Source: an optimization exercise on an open RTL-to-GDS flow (aim: small area and few clock cycles). Production flows keep margins and buffers that such runs may drop.
Only simulation tests tie the RTL to the original design; equivalence was not proved.
Power figures rest on the tool's default switching activity, not on a simulated workload.

==> flow/design.v <==
module mode_engine (
    input  wire         clk,
    input  wire         rst,           
    input  wire         cmd_valid,
    output wire         cmd_ready,
    input  wire [31:0]  cmd_word,
    input  wire [31:0]  len,
    input  wire [31:0]  aad_len,
    input  wire [127:0] iv,
    input  wire [127:0] tag_in,
    input  wire [7:0]   ksd,
    input  wire [7:0]   kst,
    input  wire [7:0]   ght,
    output wire         done,
    output wire [3:0]   result,
    output wire [127:0] tag_out,
    output wire         in_ready,
    input  wire         in_valid,
    input  wire [127:0] in_data,
    output wire         out_valid,
    output wire [127:0] out_data,
    output wire         bc_req,
    output wire         bc_dec,
    output wire [7:0]   bc_key,
    output wire [127:0] bc_in,
    input  wire         bc_ack,
    input  wire [127:0] bc_out,
    output wire         gh_req,
    output wire [7:0]   gh_key,
    output wire [127:0] gh_acc,
    output wire [127:0] gh_data,
    input  wire         gh_ack,
    input  wire [127:0] gh_out
);
    localparam [3:0] R_NONE     = 4'h0;
    localparam [3:0] R_OK       = 4'h1;
    localparam [3:0] R_TAGGED   = 4'h2;
    localparam [3:0] R_VERIFIED = 4'h3;
    localparam [3:0] R_ERR_LEN  = 4'h8;
    localparam [3:0] R_ERR_AUTH = 4'h9;
    localparam [3:0] R_ERR_ILL  = 4'hA;
    localparam [4:0] S_IDLE      = 5'd0;
    localparam [4:0] S_VALIDATE  = 5'd1;
    localparam [4:0] S_TWEAK     = 5'd2;    
    localparam [4:0] S_EK0       = 5'd3;    
    localparam [4:0] S_AAD_FETCH = 5'd4;
    localparam [4:0] S_AAD_GH    = 5'd5;
    localparam [4:0] S_FETCH     = 5'd6;
    localparam [4:0] S_BC        = 5'd7;
    localparam [4:0] S_STORE     = 5'd8;
    localparam [4:0] S_DATA_GH   = 5'd9;
    localparam [4:0] S_LEN_GH    = 5'd10;
    localparam [4:0] S_TAGC      = 5'd11;
    localparam [4:0] S_COMPARE   = 5'd12;
    localparam [4:0] S_CLEANUP   = 5'd13;
    localparam [4:0] S_DONE      = 5'd14;
    reg [4:0]   state;
    reg [3:0]   res_r;        
    reg [3:0]   res_next;     
    reg         pass;         
    reg [127:0] cv;           
    reg [127:0] tw;           
    reg [31:0]  ctr;          
    reg [127:0] ek0;          
    reg [127:0] acc;          
    reg [127:0] tagc;         
    reg [127:0] sb;           
    reg [127:0] kb;           
    reg [31:0]  pos;          
    reg [31:0]  apos;         
    reg [127:0] tag_r;        
    wire [1:0] mode = cmd_word[1:0];
    wire       dir  = cmd_word[2];
    wire       legal = (cmd_word == 32'h1) || (cmd_word == 32'h5) ||
                       (cmd_word == 32'h2) || (cmd_word == 32'h6) ||
                       (cmd_word == 32'h3) || (cmd_word == 32'h7);
    wire       is_cbc = (mode == 2'd1);
    wire       is_xts = (mode == 2'd2);
    wire       is_gcm = (mode == 2'd3);
    wire [31:0] rem_data = len - pos;
    wire [31:0] rem_aad  = aad_len - apos;
    wire [4:0]  n_data   = (rem_data >= 32'd16) ? 5'd16 : {1'b0, rem_data[3:0]};
    wire [4:0]  n_aad    = (rem_aad  >= 32'd16) ? 5'd16 : {1'b0, rem_aad[3:0]};
    function [127:0] byte_mask;
        input [4:0] n;
        integer i;
        begin
            for (i = 0; i < 16; i = i + 1)
                byte_mask[127 - 8*i -: 8] = (i < n) ? 8'hff : 8'h00;
        end
    endfunction
    function [127:0] dbl;
        input [127:0] t;
        reg   [127:0] v;
        integer i;
        begin
            for (i = 0; i < 16; i = i + 1)
                v[8*i +: 8] = t[127 - 8*i -: 8];
            v = {v[126:0], 1'b0} ^ (v[127] ? 128'h87 : 128'h0);
            for (i = 0; i < 16; i = i + 1)
                dbl[127 - 8*i -: 8] = v[8*i +: 8];
        end
    endfunction
    wire [127:0] mask_data = byte_mask(n_data);
    wire [127:0] mask_aad  = byte_mask(n_aad);
    wire [127:0] ctrblk    = {iv[127:32], ctr};
    wire [127:0] tin       = {iv[127:64], 64'h0};
    wire [127:0] lenblk    = {29'h0, aad_len, 3'h0, 29'h0, len, 3'h0};
    assign cmd_ready = (state == S_IDLE) || (state == S_DONE);
    assign done      = (state == S_DONE);
    assign result    = res_r;
    assign tag_out   = tag_r;
    assign in_ready  = (state == S_AAD_FETCH) || (state == S_FETCH);
    assign out_valid = (state == S_STORE) && !(is_gcm && dir && !pass);
    assign out_data  = sb;
    assign bc_req = (state == S_TWEAK) || (state == S_EK0) || (state == S_BC);
    assign bc_dec = (state == S_BC) && !is_gcm && dir;
    assign bc_key = (state == S_TWEAK) ? kst : ksd;
    assign bc_in  = (state == S_TWEAK) ? tin :
                    (state == S_EK0)   ? ctrblk :
                    (state == S_BC && is_gcm) ? ctrblk :
                    (state == S_BC)    ? sb : 128'h0;
    assign gh_req  = (state == S_AAD_GH) || (state == S_DATA_GH) || (state == S_LEN_GH);
    assign gh_key  = ght;
    assign gh_acc  = acc;
    assign gh_data = (state == S_LEN_GH) ? lenblk : sb;
    always @(posedge clk) begin
        if (rst) begin
            state    <= S_IDLE;
            res_r    <= R_NONE;
            res_next <= R_NONE;
            pass     <= 1'b0;
            cv       <= 128'h0;
            tw       <= 128'h0;
            ctr      <= 32'h0;
            ek0      <= 128'h0;
            acc      <= 128'h0;
            tagc     <= 128'h0;
            sb       <= 128'h0;
            kb       <= 128'h0;
            pos      <= 32'h0;
            apos     <= 32'h0;
            tag_r    <= 128'h0;
        end else begin
            case (state)
            S_IDLE, S_DONE: begin
                if (cmd_valid) begin
                    state <= S_VALIDATE;
                    res_r <= R_NONE;
                end
            end
            S_VALIDATE: begin
                pos  <= 32'h0;
                apos <= 32'h0;
                pass <= 1'b0;
                if (!legal) begin
                    res_next <= R_ERR_ILL;
                    state    <= S_CLEANUP;
                end else if (!is_gcm && (len == 32'h0 || len[3:0] != 4'h0)) begin
                    res_next <= R_ERR_LEN;
                    state    <= S_CLEANUP;
                end else if (is_cbc) begin
                    cv    <= iv;
                    state <= S_FETCH;
                end else if (is_xts) begin
                    state <= S_TWEAK;
                end else begin
                    ctr   <= 32'h1;
                    acc   <= 128'h0;
                    state <= S_EK0;
                end
            end
            S_TWEAK: begin
                if (bc_ack) begin
                    tw    <= bc_out;
                    state <= S_FETCH;
                end
            end
            S_EK0: begin
                if (bc_ack) begin
                    ek0   <= bc_out;
                    ctr   <= ctr + 32'h1;
                    state <= (aad_len != 32'h0) ? S_AAD_FETCH :
                             (len != 32'h0)     ? S_FETCH : S_LEN_GH;
                end
            end
            S_AAD_FETCH: begin
                if (in_valid) begin
                    sb    <= in_data & mask_aad;
                    apos  <= apos + {27'h0, n_aad};
                    state <= S_AAD_GH;
                end
            end
            S_AAD_GH: begin
                if (gh_ack) begin
                    acc   <= gh_out;
                    state <= (apos != aad_len) ? S_AAD_FETCH :
                             (len != 32'h0)    ? S_FETCH : S_LEN_GH;
                end
            end
            S_FETCH: begin
                if (in_valid) begin
                    if (is_cbc && !dir) begin
                        sb <= in_data ^ cv;
                    end else if (is_cbc) begin
                        sb <= in_data;
                        kb <= in_data;
                    end else if (is_xts) begin
                        sb <= in_data ^ tw;
                    end else begin
                        sb <= in_data & mask_data;
                    end
                    state <= (is_gcm && dir && !pass) ? S_DATA_GH : S_BC;
                    if (is_gcm && dir && !pass)
                        pos <= pos + {27'h0, n_data};
                end
            end
            S_BC: begin
                if (bc_ack) begin
                    if (is_cbc && !dir) begin
                        sb <= bc_out;
                    end else if (is_cbc) begin
                        sb <= bc_out ^ cv;
                    end else if (is_xts) begin
                        sb <= bc_out ^ tw;
                    end else begin
                        kb  <= bc_out;
                        sb  <= (sb ^ bc_out) & mask_data;
                        ctr <= ctr + 32'h1;
                    end
                    state <= S_STORE;
                end
            end
            S_STORE: begin
                pos <= pos + {27'h0, n_data};
                if (is_cbc) begin
                    cv <= dir ? kb : sb;
                end
                if (is_xts) begin
                    tw <= dbl(tw);
                end
                if (is_gcm && !dir) begin
                    state <= S_DATA_GH;
                end else if (pos + {27'h0, n_data} != len) begin
                    state <= S_FETCH;
                end else begin
                    res_next <= is_gcm ? R_VERIFIED : R_OK;
                    state    <= S_CLEANUP;
                end
            end
            S_DATA_GH: begin
                if (gh_ack) begin
                    acc   <= gh_out;
                    state <= (pos != len) ? S_FETCH : S_LEN_GH;
                end
            end
            S_LEN_GH: begin
                if (gh_ack) begin
                    acc   <= gh_out;
                    state <= S_TAGC;
                end
            end
            S_TAGC: begin
                tagc  <= acc ^ ek0;
                state <= S_COMPARE;
            end
            S_COMPARE: begin
                if (!dir) begin
                    tag_r    <= tagc;
                    res_next <= R_TAGGED;
                    state    <= S_CLEANUP;
                end else if (tagc != tag_in) begin
                    res_next <= R_ERR_AUTH;
                    state    <= S_CLEANUP;
                end else if (len == 32'h0) begin
                    res_next <= R_VERIFIED;
                    state    <= S_CLEANUP;
                end else begin
                    pass  <= 1'b1;
                    pos   <= 32'h0;
                    state <= S_FETCH;
                end
            end
            S_CLEANUP: begin
                cv    <= 128'h0;
                tw    <= 128'h0;
                ctr   <= 32'h0;
                ek0   <= 128'h0;
                acc   <= 128'h0;
                tagc  <= 128'h0;
                sb    <= 128'h0;
                kb    <= 128'h0;
                pos   <= 32'h0;
                apos  <= 32'h0;
                pass  <= 1'b0;
                res_r <= res_next;
                state <= S_DONE;
            end
            default: state <= S_IDLE;
            endcase
        end
    end
endmodule
==> flow/run.sh <==
#!/bin/bash
# synth_recipe.tcl (not shown) runs the flow's synth.tcl, then flattens the netlist and writes it again
# the make line also repeats each setting of config.mk as NAME=value (left out here)
make -C /OpenROAD-flow-scripts/flow DESIGN_CONFIG=/design/flow/config.mk WORK_HOME=/design/flow/orfs CLKGATE_MAP_FILE= SYNTH_SCRIPT=/design/flow/synth_recipe.tcl finish
==> flow/config.mk <==
export PLATFORM = sky130hd
export DESIGN_NAME = mode_engine
export DESIGN_NICKNAME = mode_engine
export VERILOG_FILES = /design/flow/design.v
export SDC_FILE = /design/flow/constraint.sdc
export NUM_CORES = 4
export LEC_CHECK = 0
export CAP_MARGIN = 20
export CORE_AREA = 10 10 510 510
export DIE_AREA = 0 0 520 520
export SLEW_MARGIN = 20
==> flow/constraint.sdc <==
create_clock -name core_clock -period 10.0 [get_ports {clk}]
set_input_delay 2.0000 -clock core_clock [delete_from_list [all_inputs] [get_ports {clk}]]
set_output_delay 2.0000 -clock core_clock [all_outputs]
set_load 0.01 [all_outputs]
==> run notes <==
CTS clk-pin slew, worst paths 60 ps; largest net degree at the start of global routing 188; Final Max Tran Viols 0; Reg area 22600 um2; WL per Instance 33.0 um; most frequent cells in the layout 1413 x clkdlybuf4s50_1, 1218 x nand2_1, 1130 x dfxtp_1; Clock Skews 68.9 ps; status finished clean; post-synthesis mux area share 3.26%; Worst path slowest cell clkdlybuf4s50_1; Crit Path Category input pin to register; I/O Buffers 1415; commonest non-fill, non-tap cell in the layout clkdlybuf4s50_1; synth unique cells 100; H-tree depth 4; Pleak 30.7 nW; adder-cell share of the synthesized area 1.49%; placed insts 13100; max frequency 108 MHz; Tcrit/Tclk final 92.5%; Synth Warn # 1; Worst setup SP type input pin; detailed-route vias per instance 5.83; site row count 183; area of the core 249000 um2; Post-CTS Resized 0; area occupied by multi-input gates 41700 um2; first-pass GRT wire length 601000 um; Synth Area in Compound Gates 28.9%; final antenna-violating net count 0; hold_buf cts 0; Final Hold Violating Endpoints 0; met3 routed WL 44200 um; Clock Sink Count 1131; DR iter-0 viols 9838; synthesized instance count 8876; final cell count without fillers 13500; TritonCTS clock tree built; clk latency of the worst-skew pair 850 ps; GPL Wtd Cong 0.976; CTS root buf clkbuf_16; num ports 1433; DP Worst Slack 71.3 ps; Post-synth EDFFs 0; Final nets 10800; die area 270000 um2; WL final 444000 um; worst-margin pin slew 1370 ps; gr ovfl total 0; maximum fanout along the worst path 6; layout cells sized above 1 6.53%; initial antenna violation count 125; detailed placement HPWL 337000 um; Final min period 9250 ps; chip width 520 um; CTS Buffer Depth 3; Async SR Flop Fraction 0%; Worst path max stage delay 530 ps; GRT Overall Usage 30.7%; Pwr per Cell Area 181 nW/um2; fraction of the yosys area taken by sequential cells 33.6%; max_cap viols 0; vias in the first global route 73300; worst hold path type register to register; Rel. slew slack 8.15%; number of synthesized register bits 1131; RSZ-0062 raised after global routing false; largest family of logic cells by synthesized area compound AO/OA/AOI/OAI gates; setup bufs post-CTS 0; Worst setup EP type register; 1st-pass router iterations 7; worst vdd ir 0.161 mV; Synth-to-Final Area Change 34.6%; Die Y 520 um; syn_nets 9720; # setup viols final 0; Initial Util 27.1%; Worst EP required 10690 ps; setup ws final 748 ps; Worst EP arrival 9940 ps; DRC 0; CTS buffer count 143; Top FF cell, synth dfxtp_1; M1 WL 172000 um; xor/xnor cell area share of the yosys netlist 7.31%; post-synthesis simple-gate area fraction 20.3%; syn avg cell area 7.59 um2; Top Layer Used met5; metal2 WL 197000 um; Post-Syn Area 67400 um2; Layout fillers 25800; Vias 78600
metal layers:
layer,up-vias,track usage [%]
li1,34600,-
met1,38300,37.2
met2,4794,48.0
met3,874,8.69
met4,48,18.6
met5,-,0
worst max-delay path: cells and delay by family:
| kind | cells | cell delay, ps |
|---|---|---|
| simple gates | 14 | 3690 |
| buf+inv | 5 | 1120 |
| mux | 1 | 350 |
| xor+xnor | 1 | 200 |
| compound gates | 8 | 1470 |
| fa+ha+maj | 3 | 1110 |
worst paths after layout:
kind	start	end	slack, ps	cells after the start
worst max-delay path	len[0]	res_next[3]	750	32
worst min-delay path	tag_r[90]	tag_r[90]	450	2
worst max register to register	pos[0]	res_next[3]	2130	30
worst min register to register	tag_r[90]	tag_r[90]	450	2
logic make-up after synthesis:
kind of cell,Yosys count
AND/OR/NAND/NOR,3150
multiplexers,213
adder cells (fa/ha/maj),78
AO/OA/AOI/OAI,2841
other,1
flip-flops,1131
XOR/XNOR,562
buffers and inverters,900
flip-flops by register name (all words and copies together) (netlist names), 32 cells and up:
name / cells
tagc: 128
kb: 128
tw: 128
ctr: 32
cv: 128
pos: 32
sb: 128
ek0: 128
acc: 128
apos: 32
tag_r: 128
power by group:
group / total (mW) / internal (mW) / leakage, nW / switching (mW)
sequential: 5.57 / 4.89 / 9.13 / 0.678
clock: 5.63 / 3.24 / 2.45 / 2.39
combinational: 5.24 / 1.91 / 19.1 / 3.32
area by class of cell:
| class | instances | share of cell area, % |
|---|---|---|
| antenna | 76 | 0.210 |
| inverter | 160 | 0.671 |
| timing repair buffer | 1684 | 18.0 |
| clock buffer | 204 | 4.60 |
| tap | 3330 | 4.60 |
| sequential | 1131 | 25.0 |
| multi-input combinational | 6845 | 46.0 |
| clock inverter | 52 | 0.973 |
cells in the mapped netlist (11+ instances only):
cell | instances | area share (%)
a211oi_1 | 388 | 4.3
a21boi_0 | 66 | 0.74
a21o_1 | 25 | 0.28
a21oi_1 | 788 | 5.9
a221o_1 | 87 | 1.3
a221oi_1 | 90 | 1.2
a22o_1 | 130 | 1.7
a22oi_1 | 286 | 3.2
a311oi_1 | 144 | 1.9
a31oi_1 | 55 | 0.51
a32oi_1 | 28 | 0.36
and2_1 | 12 | 0.11
and3_1 | 26 | 0.24
and4_1 | 11 | 0.14
buf_1 | 44 | 0.25
buf_2 | 15 | 0.11
clkbuf_1 | 668 | 3.7
dfxtp_1 | 1131 | 34
ha_1 | 74 | 1.4
inv_1 | 160 | 0.89
mux2_2 | 52 | 0.87
mux2i_1 | 159 | 2.4
nand2_1 | 1219 | 6.8
nand2b_1 | 25 | 0.23
nand3_1 | 294 | 2.2
nand3b_1 | 46 | 0.51
nand4_1 | 78 | 0.72
nor2_1 | 1078 | 6.0
nor2b_1 | 64 | 0.59
nor3_1 | 151 | 1.1
nor4_1 | 57 | 0.53
o2111a_1 | 12 | 0.20
o2111ai_1 | 149 | 1.9
o211ai_1 | 37 | 0.41
o21a_1 | 27 | 0.30
o21ai_0 | 363 | 2.7
o21ai_1 | 14 | 0.10
o22ai_1 | 44 | 0.41
o311ai_0 | 18 | 0.23
or3_1 | 36 | 0.33
xnor2_1 | 248 | 3.2
xor2_1 | 314 | 4.1
stage by stage:
stage / hold WS (ps) / setup TNS (ps) / power (mW) / instance area, um2 / util (%)
after global routing: 471 / 0 / 17.0 / 90600 / 36.4
after CTS: 454 / 0 / 16.4 / 90400 / 36.4
after global placement: 444 / -181 / 10.8 / 85300 / 34.3
final: 454 / 0 / 16.4 / 90700 / 36.5
after floorplan: 431 / 0 / 7.94 / 67400 / -
after detailed placement: 446 / 0 / 10.8 / 85400 / 34.3
Testbench counts, summed over its fixed seeds: cycles 48,415.

==> re-timing with driven ports <==
No port has a modelled driver above. Below, the same layout with a new extraction and two added sets of constraints. Step 1: set_driving_cell puts a clkbuf_16 on clk and a buf_2 on each other input, an assumption about the parent block. Step 2 adds t to the input delays and takes it off the output delays; t is the mean of the earliest and latest rising clock arrival at the registers after step 1. Input paths then give back, and output paths get back, about the clock's delay inside the block. Slacks: ideal ports / drivers / drivers and shift; pairs: ideal ports / drivers.
t (ns): 0.901
setup slack, ns: 0.748 / 0.779 / -0.122
worst setup path after step 2: input to register
clock arrival spread, ns: 0.069 / 0.070
Met with ideal ports but missed after step 2: setup timing in this run. For this run, drivers alone change the setup slack by +0.031 ns; drivers and shift together by -0.870 ns.
